From an optimization exercise on the open Yosys and OpenROAD flow, aimed at small area, a short achievable clock period and few clock cycles per item; shortcuts taken in it are not production practice.
No run shown here included a check of the RTL's function; only the layout flow was run.
Power and IR drop assume default switching activity.

File: config.mk
export PLATFORM = sky130hd
export DESIGN_NAME = spu_adpcm_decoder
export DESIGN_NICKNAME = spu_adpcm_decoder
export VERILOG_FILES = /design/flow/design.v
export SDC_FILE = /design/flow/constraint.sdc
export NUM_CORES = 4
export LEC_CHECK = 0
export ABC_CLOCK_PERIOD_IN_PS = 4000
export CAP_MARGIN = 20
export CORE_MARGIN = 2
export CORE_UTILIZATION = 40
export SLEW_MARGIN = 20
File: constraint.sdc
create_clock -name core_clock -period 14.5 [get_ports {clk}]
set_input_delay 2.9000 -clock core_clock [delete_from_list [all_inputs] [get_ports {clk}]]
set_output_delay 2.9000 -clock core_clock [all_outputs]
set_load 0.01 [all_outputs]
File: design.v
module spu_adpcm_decoder (
    input  wire         clk,
    input  wire         rst,           
    input  wire         in_valid,
    output wire         in_ready,
    input  wire [4:0]   in_voice,      
    input  wire [127:0] in_block,      
    output wire         out_valid,
    input  wire         out_ready,
    output wire [15:0]  out_sample,    
    output wire [4:0]   out_voice,
    output wire [4:0]   out_index,     
    output wire [2:0]   out_flags      
);
    localparam NV = 24;
    localparam W  = 23;                
    localparam AW = 30;                
    localparam HW = 2 * W;             
    reg [NV*HW-1:0] ring;              
    reg [4:0]       pos;               
    reg             sweep;             
    reg [HW-1:0]    pnd;               
    reg [4:0]       pnd_voice;
    reg             pnd_v;
    reg [HW-1:0]    fet;               
    reg             fet_v;
    wire            wb_hit  = pnd_v && (pos == pnd_voice);
    wire [HW-1:0]   head_in = sweep ? {HW{1'b0}} : (wb_hit ? pnd : ring[HW-1:0]);
    always @(posedge clk)
        ring <= {head_in, ring[NV*HW-1:HW]};
    always @(posedge clk) begin
        if (rst) begin
            pos   <= 5'd0;
            sweep <= 1'b1;
        end else begin
            pos <= (pos == NV - 1) ? 5'd0 : pos + 5'd1;
            if (pos == NV - 1) sweep <= 1'b0;
        end
    end
    reg [111:0] b_nib;
    reg [3:0]   b_shift;
    reg [2:0]   b_filt;
    reg [2:0]   b_flags;
    reg [4:0]   b_voice;
    reg         bfull;                
    reg         in_ready_r;
    wire in_fire = in_valid && in_ready_r;
    wire [2:0] in_filt = (in_block[6:4] > 3'd4) ? 3'd4 : in_block[6:4];
    reg         cw;                    
    reg [4:0]   cidx;
    reg [3:0]   cn;                    
    reg [3:0]   cshift;
    reg [2:0]   cfilt;
    reg [2:0]   cflags;
    reg [4:0]   curv;                  
    reg         curv_v;
    reg signed [W-1:0] l0;
    reg signed [W-1:0] l1;
    reg         out_v;
    reg [W-1:0] out_pred;
    reg [4:0]   out_voice_r;
    reg [4:0]   out_index_r;
    reg [2:0]   out_flags_r;
    wire signed [15:0] raw = $signed({cn, 12'd0}) >>> cshift;
    reg signed [7:0] cpos;
    reg signed [7:0] cneg;
    always @(*) begin
        case (cfilt)
            3'd0:    begin cpos = 8'sd0;   cneg = 8'sd0;   end
            3'd1:    begin cpos = 8'sd60;  cneg = 8'sd0;   end
            3'd2:    begin cpos = 8'sd115; cneg = -8'sd52; end
            3'd3:    begin cpos = 8'sd98;  cneg = -8'sd55; end
            default: begin cpos = 8'sd122; cneg = -8'sd60; end
        endcase
    end
    wire signed [AW-1:0] acc  = l0 * cpos + l1 * cneg + 32;
    wire signed [AW-1:0] quot = (acc + (acc[AW-1] ? 63 : 0)) >>> 6;
    wire signed [W-1:0]  pred = $signed(quot[W-1:0]) + raw;
    wire       emit   = !cw && (!out_v || out_ready);
    wire       navail = bfull || in_fire;
    wire       start  = navail && (cw || (emit && cidx == 5'd27));
    wire [4:0] nvoice = bfull ? b_voice : in_voice;
    wire       same   = curv_v && (nvoice == curv);
    wire       swap   = start && !same;
    wire [4:0]  ridx   = cidx + 5'd1;
    wire [3:0]  b_next = b_nib[ridx*4 +: 4];
    wire fwant = in_valid && !bfull && !fet_v && !(curv_v && in_voice == curv);
    wire fhit  = fwant && (pos == in_voice);
    always @(posedge clk) begin
        if (start) begin
            cidx   <= 5'd0;
            cn     <= bfull ? b_nib[3:0] : in_block[19:16];
            cshift <= bfull ? b_shift    : in_block[3:0];
            cfilt  <= bfull ? b_filt     : in_filt;
            cflags <= bfull ? b_flags    : in_block[10:8];
            curv   <= nvoice;
        end else if (emit && cidx != 5'd27) begin
            cidx <= ridx;
            cn   <= b_next;
        end
        if (swap) begin
            l0 <= fet[W-1:0];
            l1 <= fet[HW-1:W];
        end else if (start || (emit && cidx != 5'd27)) begin
            l0 <= pred;
            l1 <= l0;
        end
        if (swap && curv_v) begin
            pnd       <= {l0, pred};
            pnd_voice <= curv;
        end
        if (fhit)
            fet <= head_in;
        if (emit) begin
            out_pred    <= pred;
            out_voice_r <= curv;
            out_index_r <= cidx;
            out_flags_r <= cflags;
        end
        if (in_ready_r) begin
            b_nib   <= in_block[127:16];
            b_shift <= in_block[3:0];
            b_filt  <= in_filt;
            b_flags <= in_block[10:8];
            b_voice <= in_voice;
        end
    end
    wire bfull_n  = bfull ? !start : (in_fire && !start);
    wire cw_n     = start ? 1'b0 : (emit && cidx == 5'd27) ? 1'b1 : cw;
    wire [4:0] cidx_n = start ? 5'd0 : (emit && cidx != 5'd27) ? ridx : cidx;
    wire curv_v_n = curv_v || start;
    wire [4:0] curv_n = start ? nvoice : curv;
    wire fet_v_n  = swap ? 1'b0 : (fet_v || fhit);
    always @(posedge clk) begin
        if (rst) begin
            bfull      <= 1'b0;
            cw         <= 1'b1;
            curv_v     <= 1'b0;
            fet_v      <= 1'b0;
            pnd_v      <= 1'b0;
            out_v      <= 1'b0;
            in_ready_r <= 1'b0;
        end else begin
            bfull  <= bfull_n;
            cw     <= cw_n;
            curv_v <= curv_v_n;
            fet_v  <= fet_v_n;
            if (swap && curv_v)
                pnd_v <= 1'b1;
            else if (wb_hit && !sweep)
                pnd_v <= 1'b0;
            if (emit)
                out_v <= 1'b1;
            else if (out_ready)
                out_v <= 1'b0;
            in_ready_r <= in_valid && !in_fire && !bfull_n && (cw_n || cidx_n == 5'd27) &&
                          ((curv_v_n && in_voice == curv_n) || fet_v_n);
        end
    end
    wire in_range = (out_pred[W-1:15] == {(W-15){1'b0}}) || (out_pred[W-1:15] == {(W-15){1'b1}});
    assign in_ready   = in_ready_r;
    assign out_valid  = out_v;
    assign out_sample = in_range ? out_pred[15:0] : (out_pred[W-1] ? 16'h8000 : 16'h7fff);
    assign out_voice  = out_voice_r;
    assign out_index  = out_index_r;
    assign out_flags  = out_flags_r;
endmodule
File: run.sh
#!/bin/bash
# synth_recipe.tcl (not shown) runs the flow's synth.tcl, then flattens the netlist and writes it again
# the make line also repeats each setting of config.mk as NAME=value (left out here)
make -C /OpenROAD-flow-scripts/flow DESIGN_CONFIG=/design/flow/config.mk WORK_HOME=/design/flow/orfs CLKGATE_MAP_FILE= SYNTH_SCRIPT=/design/flow/synth_recipe.tcl finish
==> results.json, run 1 <==
{
  "p_sw_mw": 3.108,
  "crit_type": "reg2reg",
  "startpoint_type": "flop",
  "leakage_nw": 22.67,
  "fmax_mhz": 83.38,
  "final_layout_size_suffix_gt1_share_pct": 10.07,
  "max_stage_delay_ns": 0.78,
  "fin_skew_ns": 0.04559,
  "port_buffers": 161,
  "fin_nets": 4137,
  "synth-main-ff-cell": "dfxtp_1",
  "post-route-period-util_pct": 82.71,
  "cts_resized": 0,
  "critical_path.slowest_cell": "a21oi_1",
  "p_comb_share_pct": 24.9,
  "hpwl_um": 58220,
  "hold_buffers": 0,
  "use_met1_pct": 19.76,
  "slew_violations": 0,
  "rsz0062_at_grt": "no",
  "insertion_delay_ns": 0.76,
  "placementRows": 126,
  "synth_cell_types": 76,
  "grtUsageTotal_pct": 14.48,
  "vias": 23543,
  "hold_class": "reg2reg",
  "grt.overflow.total": 0,
  "dieArea_sq_um": 122400,
  "cp-end-kind": "flop",
  "slew_headroom_pct": 30.21,
  "htreeDepth": 4,
  "stdcell_count": 5314,
  "cts_made_buffers": 140,
  "tns_ns": 0,
  "root_buffer": "clkbuf_16",
  "cap_violations": 0,
  "async_reset_ff_share_pct": 0,
  "ir_drop_mv": 0.1306,
  "grt_use_met3_pct": 3.025,
  "grt_pass1_wl_um": 137500,
  "power_mw": 10.70,
  "synth_edf_count": 320,
  "worstMarginPinSlew_ns": 1.045,
  "core_area_sq_um": 118400,
  "start_util_pct": 40.41,
  "tritoncts": "built",
  "status": "no timing/DRC/antenna violations",
  "drt_first_pass_iters": 5,
  "ys_seq_elements": 1447,
  "post-route-drc-count": 0,
  "cp_max_fo": 50,
  "place.gp.congestion": 0.8472,
  "yosys_warnings": 1,
  "detail-route-antenna-nets": 0,
  "syn_area_sq_um": 47840,
  "rrSetupSlack_ns": 2.51,
  "synth_area_per_cell_sq_um": 14.28,
  "io_pins": 168,
  "place_area_sq_um": 51400,
  "postCtsSetupRepairBufs": 0,
  "cpMostUsedCell": "fa_1",
  "netSwitchingFraction_pct": 29.04,
  "ys_seq_area_share_pct": 67.24,
  "synthesis.nets": 3890,
  "crit_required_ns": 15.03,
  "grtUsageMet2_pct": 23.05,
  "antenna_found_initial": 2,
  "clock_path_buffers": 3,
  "die_h_um": 349.9,
  "worstPathArrival_ns": 12.53,
  "p_per_area_nw_per_um2": 190.3,
  "fin_area_sq_um": 56240,
  "finalHoldViolations": 0,
  "power_frac_clock_pct": 34.2,
  "n_fill_cell": 10320,
  "drt_wl_total_um": 85580,
  "top_usage_layer": "met2",
  "p_int_mw": 7.594,
  "syn_to_final_growth_pct": 17.55,
  "synthCells": 3351,
  "grt_max_degree": 73,
  "wl_per_cell_um": 16.11,
  "holdWs_ns": 0.3012,
  "fin_crit_ns": 11.99,
  "fp.dieW_um": 349.9,
  "clk_pin_slew_ns": 0.07,
  "grt_pass1_vias": 24888,
  "dp_cells": 5056,
  "viasPerCell": 4.430,
  "power_frac_seq_pct": 40.8,
  "setup_viol": 0,
  "drt_iter0_markers": 1219,
  "cts.sinks": 1447
}
-- cell families (layout without fill, tap and decap cells) --
logic type,Yosys count,in the layout,synth area share (%)
multiplexers,112,112,3.337
XOR/XNOR,109,109,2.053
flip-flops,1447,1447,67.24
buffers and inverters,444,806,3.491
other,0,1,0
AO/OA/AOI/OAI,248,248,3.217
AND/OR/NAND/NOR,589,589,6.399
adder cells (fa/ha/maj),402,402,14.26
-- metrics by stage --
step	worst slack, ns	utilization, %
finish	2.507	47.50
global route	1.634	47.50
CTS	2.354	47.50
global placement	2.482	43.41
floorplan	3.943	-
detailed placement	2.424	43.41
-- layout make-up --
class,count,area (sq um),share of cell area [%]
diodes,1,2.502,0.004449
clock buffers,203,4099,7.288
clock inverters,54,738.2,1.313
inverters,363,1364,2.425
multi-input cells,1460,14060,25.00
flip-flops and latches,1447,32180,57.21
well taps,1600,2002,3.560
repair buffers,186,1799,3.199
-- Yosys cell counts, types with 6 or more instances --
master | count | share of area (%)
a211oi_1 | 6 | 0.094
a21o_1 | 20 | 0.31
a21oi_1 | 96 | 1.0
a31oi_1 | 9 | 0.12
and2_1 | 107 | 1.4
and3_1 | 45 | 0.59
clkbuf_1 | 75 | 0.59
dfxtp_1 | 1127 | 47
edfxtp_1 | 320 | 20
fa_1 | 239 | 10
ha_1 | 163 | 4.3
inv_1 | 363 | 2.8
mux2_2 | 60 | 1.4
mux2i_1 | 20 | 0.42
mux4_2 | 32 | 1.5
nand2_1 | 188 | 1.5
nand2b_1 | 9 | 0.12
nand3_1 | 25 | 0.26
nand4_1 | 10 | 0.13
nor2_1 | 80 | 0.63
nor2b_1 | 55 | 0.72
nor3_1 | 16 | 0.17
nor4_1 | 6 | 0.078
o21a_1 | 10 | 0.16
o21ai_0 | 57 | 0.60
o21bai_1 | 6 | 0.094
o31ai_1 | 7 | 0.11
or2_2 | 11 | 0.14
or3_1 | 11 | 0.14
xnor2_1 | 72 | 1.3
xor2_1 | 35 | 0.64
-- routing by layer --
metal	up-vias	wire, um
li1	11440	-
met1	11564	40170
met2	403	39820
met3	136	3616
met4	0	1974
met5	-	0
-- final timing paths --
kind / startpoint / endpoint / cells after the start
worst min register to register: ring[998] / ring[952] / 0
worst max register to register: cfilt[2] / pnd[22] / 43
worst min-delay path: ring[998] / ring[952] / 0
worst max-delay path: cfilt[2] / pnd[22] / 43
-- state kept, by name, summed over array words and instances, names as in the netlist, 4 cells and up --
register     cells
ring          1104
b_nib          112
fet             46
pnd             46
l0              23
l1              23
out_pred        23
b_voice          5
cidx             5
curv             5
out_index_r      5
out_voice_r      5
pnd_voice        5
pos              5
b_shift          4
cn               4
cshift           4
-- power by group through the flow --
stage | clock [mW] | sequential [mW] | combinational, mW
after floorplan | 0 | 4.45 | 1.92
after global placement | 0 | 4.46 | 2.65
after detailed placement | 0 | 4.46 | 2.65
after CTS | 3.77 | 4.37 | 2.69
after global routing | 3.94 | 4.37 | 2.95
final | 3.67 | 4.37 | 2.67
-- critical path: cells and delay by family (launching register included) --
family / cells / cell delay (ns)
AOI/OAI and AO/OA: 12 / 2.96
xor gates and xnor gates: 3 / 0.70
adders and majority gates: 9 / 3.74
buffers and inverters: 5 / 0.77
DFF: 1 / 0.47
and+or+nand+nor: 14 / 3.09
-- cell usage in the layout (no fill, tap or decap), types with 60 or more instances in the layout --
cell type,instances
mux2_2,60
fa_1,239
and2_1,107
a21oi_1,96
nand2_1,188
inv_1,361
xnor2_1,72
edfxtp_1,320
clkdlybuf4s50_1,161
nor2_1,78
ha_1,163
dfxtp_1,1124
clkbuf_16,147
==> run 2: changes to the inputs <==
--- a/config.mk
+++ b/config.mk
@@ -5,7 +5,6 @@
 export SDC_FILE = /design/flow/constraint.sdc
 export NUM_CORES = 4
 export LEC_CHECK = 0
-export ABC_CLOCK_PERIOD_IN_PS = 4000
 export CAP_MARGIN = 20
 export CORE_MARGIN = 2
 export CORE_UTILIZATION = 40
==> run 2 against run 1 <==
Net effect:
- cell area unchanged
- via count unchanged
- setup slack unchanged
- critical path type unchanged
- critical endpoint unchanged
- largest cell class unchanged
- largest power group unchanged
==> results.json, run 2 <==
{
  "fin_nets": 4137,
  "tritoncts": "built",
  "synth_edf_count": 320,
  "async_reset_ff_share_pct": 0,
  "drt_iter0_markers": 1219,
  "grt_max_degree": 73,
  "synth_top_area_share_pct": 47.16,
  "n_fill_cell": 10320,
  "grt.overflow.total": 0,
  "post-route-period-util_pct": 82.71,
  "largestRegisters": "ring (1104), b_nib (112)",
  "ir_drop_mv": 0.1306,
  "core_area_sq_um": 118400,
  "ys_seq_area_share_pct": 67.24,
  "synth_commonest_cells": "dfxtp_1, inv_1, edfxtp_1, fa_1, nand2_1",
  "setup_ws_ns": 2.507,
  "placementRows": 126,
  "rsz0062_at_grt": "no",
  "grtUsageTotal_pct": 14.48,
  "fp.dieW_um": 349.9,
  "die_h_um": 349.9,
  "detail-route-antenna-nets": 0,
  "worstMarginPinSlew_ns": 1.045,
  "slew_violations": 0,
  "synth-main-ff-cell": "dfxtp_1",
  "clk_pin_slew_ns": 0.07,
  "viasPerCell": 4.430,
  "cts_made_buffers": 140,
  "wl_per_cell_um": 16.11,
  "antenna_found_initial": 2,
  "crit_type": "reg2reg",
  "syn_area_sq_um": 47840,
  "cp_top_family": "adder cells",
  "mostFrequentLayoutCells": "dfxtp_1, inv_1, edfxtp_1",
  "cp-end-kind": "flop",
  "tns_ns": 0,
  "worstPathArrival_ns": 12.53,
  "final_layout_size_suffix_gt1_share_pct": 10.07,
  "hold_buffers": 0,
  "place.gp.congestion": 0.8472,
  "post-route-drc-count": 0,
  "postCtsSetupRepairBufs": 0,
  "synthCells": 3351,
  "yosys.area.top_type": "dfxtp_1",
  "synth_most_common_cell": "dfxtp_1",
  "largest_reg_flops": 1104,
  "synth_area_per_cell_sq_um": 14.28,
  "cap_violations": 0,
  "max_stage_delay_ns": 0.78,
  "fin_area_sq_um": 56240,
  "synth.area.top_cells": "dfxtp_1, edfxtp_1, fa_1",
  "ys_seq_elements": 1447,
  "crit_buf_inv": 5,
  "cp_max_fo": 50,
  "hpwl_um": 58220,
  "io_pins": 168,
  "place_area_sq_um": 51400,
  "regArea_sq_um": 32180,
  "htreeDepth": 4,
  "root_buffer": "clkbuf_16",
  "slew_headroom_pct": 30.21,
  "cts_resized": 0,
  "drt_wl_total_um": 85580,
  "startpoint_type": "flop",
  "finalHoldViolations": 0,
  "fin_crit_ns": 11.99,
  "pre_cts_slack_ns": 2.424,
  "fmax_mhz": 83.38,
  "power_mw": 10.70,
  "grt_pass1_wl_um": 137500,
  "status": "no timing/DRC/antenna violations",
  "critical_path.slowest_cell": "a21oi_1",
  "port_buffers": 161,
  "mostFrequentLayoutCell": "dfxtp_1",
  "synth_cell_types": 76,
  "insertion_delay_ns": 0.76,
  "clock_path_buffers": 3,
  "start_util_pct": 40.41,
  "cpMostUsedCell": "fa_1",
  "hold_class": "reg2reg",
  "fin_skew_ns": 0.04559,
  "drt_first_pass_iters": 5,
  "cts.sinks": 1447,
  "yosys_warnings": 1,
  "syn_to_final_growth_pct": 17.55,
  "regMostFlops": "ring",
  "p_per_area_nw_per_um2": 190.3,
  "grt_pass1_vias": 24888,
  "dieArea_sq_um": 122400,
  "vias": 23543,
  "leakage_nw": 22.67,
  "synthesis.nets": 3890,
  "setup_viol": 0,
  "crit_required_ns": 15.03,
  "multiInputGateArea_sq_um": 14060
}
## run 2: cell counts after synthesis
No cell type changed its count.
## run 2: where the power goes
group / internal (mW) / switching [mW]
combinational: 1.12 / 1.54
clock: 2.12 / 1.54
sequential: 4.35 / 0.0199
## run 2: area by class of cell
cell class / count / share of cell area (%)
clock inverters: 54 / 1.313
well taps: 1600 / 3.560
clock buffers: 203 / 7.288
multi-input cells: 1460 / 25.00
diodes: 1 / 0.004449
flip-flops and latches: 1447 / 57.21
inverters: 363 / 2.425
repair buffers: 186 / 3.199
## run 2: final timing paths
path	end	slack, ns	from	cells past startpoint
worst min-delay path	ring[952]	0.30	ring[998]	0
worst min register to register	ring[952]	0.30	ring[998]	0
worst max register to register	pnd[22]	2.51	cfilt[2]	43
worst max-delay path	pnd[22]	2.51	cfilt[2]	43
## run 2: logic make-up (layout without fill, tap and decap cells)
group | after synthesis | in the layout | share of synthesized area [%]
xor+xnor | 109 | 109 | 2.053
other cells | 0 | 1 | 0
mux | 112 | 112 | 3.337
compound gates | 248 | 248 | 3.217
flops | 1447 | 1447 | 67.24
buf+inv | 444 | 806 | 3.491
fa+ha+maj | 402 | 402 | 14.26
simple gates | 589 | 589 | 6.399
## run 2: routing by layer
metal  part of all wire [%]  GRT usage, %  routed length (um)  vias up
met4                    2.3         4.750                1974        0
met5                      0             0                   0        -
li1                       -             -                   -    11440
met3                    4.2         3.025                3616      136
met2                     47         23.05               39820      403
met1                     47         19.76               40170    11564
## run 2: through the flow
step	hold slack, ns	instances	util [%]
4_1_cts	0.2962	5313	47.50
2_1_floorplan	0.3096	3351	-
6_report	0.3012	5314	47.50
3_5_place_dp	0.3121	5056	43.41
5_1_grt	0.3030	5313	47.50
3_3_place_gp	0.3096	5056	43.41
## run 2: worst reg2reg max path: cells and delay by family (launching register included)
family                     cells  cell delay (ns)
xor gates and xnor gates       3             0.70
AOI/OAI and AO/OA             12             2.96
and+or+nand+nor               14             3.14
adders and majority gates      9             3.74
buffers and inverters          5             0.77
DFF                            1             0.47

what the ideal ports hide:
The results above use ideal ports. As a check the final layouts listed here were re-extracted and re-timed, cells and wires unchanged.
Step 1 assumes that a clkbuf_16 drives the clock port and a buf_2 every other input.
Step 2 also shifts input and output timing later by t, the mid clock arrival at the registers, as if the neighbouring blocks saw the same clock.
a / b / c = no drivers / after step 1 / after step 2; a / b = the first two.
run | t, ns | slack for setup (ns) | worst setup path after step 2 | clock arrival spread, ns | worst slew at a driven data input, ns
run 1 | 0.803 | 2.507 / 2.507 / 2.507 | register to register | 0.052 / 0.051 | 0.13
run 2 | 0.803 | 2.507 / 2.507 / 2.507 | register to register | 0.052 / 0.051 | 0.13
After both steps setup and hold are still met in every run listed.
